Context: an optimization exercise on an open-source flow, tuned for small area. The choices shown serve that exercise and are no tape-out recipe.
In this exercise RTL edits were held to simulation tests only and were not proved equivalent to the original.
The flow treats the clock pin as an ideal source. Dropping or thinning the clock tree relies on that and would not hold on a real chip.
Power and IR drop assume default switching activity.

## stepper_step_sequencer
module stepper_step_sequencer (
    input  wire        clk,
    input  wire        rst_n,
    input  wire        cmd_valid,
    input  wire [15:0] cmd,
    output wire        cmd_ready,
    output reg         rsp_valid,
    output reg  [2:0]  rsp_status,
    output wire [3:0]  coil,
    input  wire        hall_in,
    output wire        halted,
    output wire [1:0]  sess_out,
    output wire [2:0]  hstate_out,
    output wire        hfail_phase_out,
    output wire [5:0]  pos_out,
    output wire [2:0]  idx_out,
    input  wire        cfg_len8,
    input  wire [31:0] cfg_pattern,
    input  wire [14:0] cfg_steps_per_rev,
    input  wire [15:0] cfg_steps_per_flap,
    input  wire [5:0]  cfg_home_index,
    input  wire [15:0] cfg_home_offset,
    input  wire [15:0] cfg_backoff_steps,
    input  wire        cfg_coarse_fine,
    input  wire        cfg_offset_calibrated,
    input  wire [15:0] cfg_t_sample,
    input  wire [15:0] cfg_t_move,
    input  wire [15:0] cfg_t_seek_fast,
    input  wire [15:0] cfg_t_seek_slow
);
For scale: roughly 70 flip-flops, roughly 210 I/O pins, ~4100 um^2 of cells after synthesis.
Settings: LEC_CHECK=0, ABC_AREA=1, CAP_MARGIN=20, CORE_MARGIN=2, CORE_UTILIZATION=40, SLEW_MARGIN=20; clock period 20.0 ns.
standard.sh (not shown) runs the stock make flow with config.mk's settings and CLKGATE_MAP_FILE= SYNTH_SCRIPT=/design/flow/synth_recipe.tcl, a recipe that flattens the netlist after the stock synthesis.
==> flow/flow/run.sh <==
#!/bin/bash
# The standard layout (standard.sh) with changes that only pick smaller cells:
#  - synthesis maps logic with an area-oriented ABC script (flow/synth.tcl,
#    flow/area.abc) and leaves adders to ABC (no ADDER_MAP_FILE); flip-flops
#    are mapped before ABC, so the registers are the standard synthesis's;
#  - the buffer synthesis puts between two outputs that share a net is buf_1;
#  - the port buffers are buf_1 cells;
#  - the clock is buffered by three buf_12 cells, one per band of
#    flip-flops, instead of an H-tree (flow/clock_buffers.tcl).
# make's output goes to standard_flow.log; each ORFS step logs under orfs/logs.
set -euo pipefail
W=$PWD
export AREA_ABC_SCRIPT=$W/flow/area.abc
export FLOW_SYNTH_TCL=$W/synth_recipe.tcl
export MY_CLK_PORT=clk MY_CLK_BUF=sky130_fd_sc_hd__buf_12 MY_CLK_GROUPS=3
bash standard.sh \
  SYNTH_SCRIPT=$W/flow/synth.tcl \
  ADDER_MAP_FILE= \
  MIN_BUF_CELL_AND_PORTS="sky130_fd_sc_hd__buf_1 A X" \
  BUFFER_PORTS_ARGS="-buffer_cell sky130_fd_sc_hd__buf_1" \
  PRE_CTS_TCL=$W/flow/clock_buffers.tcl \
  finish > standard_flow.log 2>&1
Other scripts of this flow, unchanged in this note and not shown: flow/flow/area.abc, flow/flow/clock_buffers.tcl, flow/flow/synth.tcl
Change:
--- a/flow/design.v
+++ b/flow/design.v
@@ -88,43 +88,43 @@
     wire       go_move  = accept & op_goto & ch_found & ~at_tgt;
     wire       go_home  = boot_start | (accept & op_home);
     wire c_hi1    = &cnt[15:1];
     wire c_ones   = c_hi1 & cnt[0];
     wire c_fe     = c_hi1 & ~cnt[0];
     wire c_zero   = ~|cnt;
     wire at_bound = (in_offset & ofs_neg) ? c_zero : c_ones;
     wire p_step    = (phase == P_STEP);
     wire smp_phase = (phase != P_STEP) & (phase != P_WAIT) & (phase != P_DECIDE);
     wire timing    = (phase == P_WAIT) | (smp_phase & (phase != P_SMP0));
-    wire t_end     = (tmr == 16'd1);
     wire t_cnt  = timing & ~t_end;
     wire t_smp  = ~t_cnt & ~p_step;
     wire t_mov  = ~t_cnt & p_step & ~homing;
     wire t_fst  = ~t_cnt & p_step & ((hstate == FAST_SEEK) | (in_offset & ~cfg_coarse_fine));
     wire t_slw  = ~t_cnt & p_step & homing & ~((hstate == FAST_SEEK) | (in_offset & ~cfg_coarse_fine));
     wire [15:0] tmr_dec = tmr - 16'd1;
     wire [15:0] tmr_nx  = ({16{t_cnt}} & tmr_dec) | ({16{t_smp}} & cfg_t_sample) |
                           ({16{t_mov}} & cfg_t_move) | ({16{t_fst}} & cfg_t_seek_fast) |
                           ({16{t_slw}} & cfg_t_seek_slow);
+    wire        t_end   = (tmr == 16'd1);
     wire p_decide = (phase == P_DECIDE);
     wire arrived  = cur_eq;
     wire h        = ones[1] & ones[0];
     wire hom_step = homing & p_step & ~((in_backoff | in_offset) & at_bound);
     wire mov_step = moving & p_step & ~arrived;
     wire step     = hom_step | mov_step;
     wire dir_up   = in_backoff | (in_offset & ~ofs_neg);    
     wire ok_end   = p_step & ((in_offset & at_bound) | (moving & arrived));
-    wire found    = p_decide & ~h;
-    wire fail_end = p_decide & h & at_bound;
+    wire found    = homing & p_decide & ~h;
+    wire fail_end = homing & p_decide & h & at_bound;
     wire run_end  = ok_end | fail_end;
     wire bo_end   = p_step & in_backoff & at_bound;
-    wire adv = p_step ? step : (timing ? t_end : 1'b1);
+    wire adv = p_step ? step : (timing ? t_end : (homing & ~p_step & ~(phase == P_WAIT)));
     wire flap_end = mov_step & c_fe;
     wire cur_step = flap_end | (hom_step & in_offset & cfg_offset_calibrated);
     wire cur_down = moving | ofs_neg;
     wire [5:0] cur_up_v = (cur[5] & cur[1] & cur[0]) ? 6'd0 : cur + 6'd1;
     wire [5:0] cur_dn_v = (cur == 6'd0) ? 6'd35 : cur - 6'd1;
     wire to_offset  = found & ~(hstate == FAST_SEEK & cfg_coarse_fine);
     wire l_fast = go_home;                           
     wire l_flap = go_move | flap_end | bo_end;       
     wire l_back = found & ~to_offset;                
     wire l_ofsp = to_offset & ~ofs_neg;              
Effect: The changed run completed without violations. Total power goes down by 8.3%. Die area grows by 1.1%. Cell area grows by about 0.9%. Worst setup slack gets worse by 0.19 ns. First-iteration DRC count goes up by about 26%. Sequential power shrinks by about 5%. Critical path depth does not change. Fmax decreases by about 2%. Synthesized area is higher by about 1.2%. Hold slack improves by 0.0055 ns. Global-route usage is lower by 0.34 points. Routed wire length goes down by about 0.43%.
In every run of this note, the design's own scripts or RTL, not TritonCTS, make the clock network.

-- separate check: timing with driven ports --
The flow's constraints put no driver on any port. The routed layouts listed below were extracted and timed again, unchanged, in two steps.
Step 1 sets driving cells, clkbuf_16 on the clock port and buf_2 on the other inputs (assumed; they add their load-dependent delay and slew).
Step 2 moves the port delays by t, midway between the first and last clock arrival at a register: inputs arrive t later, outputs are due t later. That takes back most of the time a late clock gives input paths.
Three values: no drivers, after step 1, after step 2; two values: the first two.
| run | shift t [ns] | slack for setup (ns) | latest minus earliest clock arrival (ns) |
|---|---|---|---|
| the first run | 0.196 | 11.357 / 11.333 / 11.333 | 0.011 / 0.011 |
| the second run | 0.199 | 11.172 / 11.149 / 11.149 | 0.018 / 0.018 |
After both steps setup and hold are still met in every run listed. For the first run, which loses most, drivers alone change the setup slack by -0.024 ns; drivers and shift together by -0.024 ns.
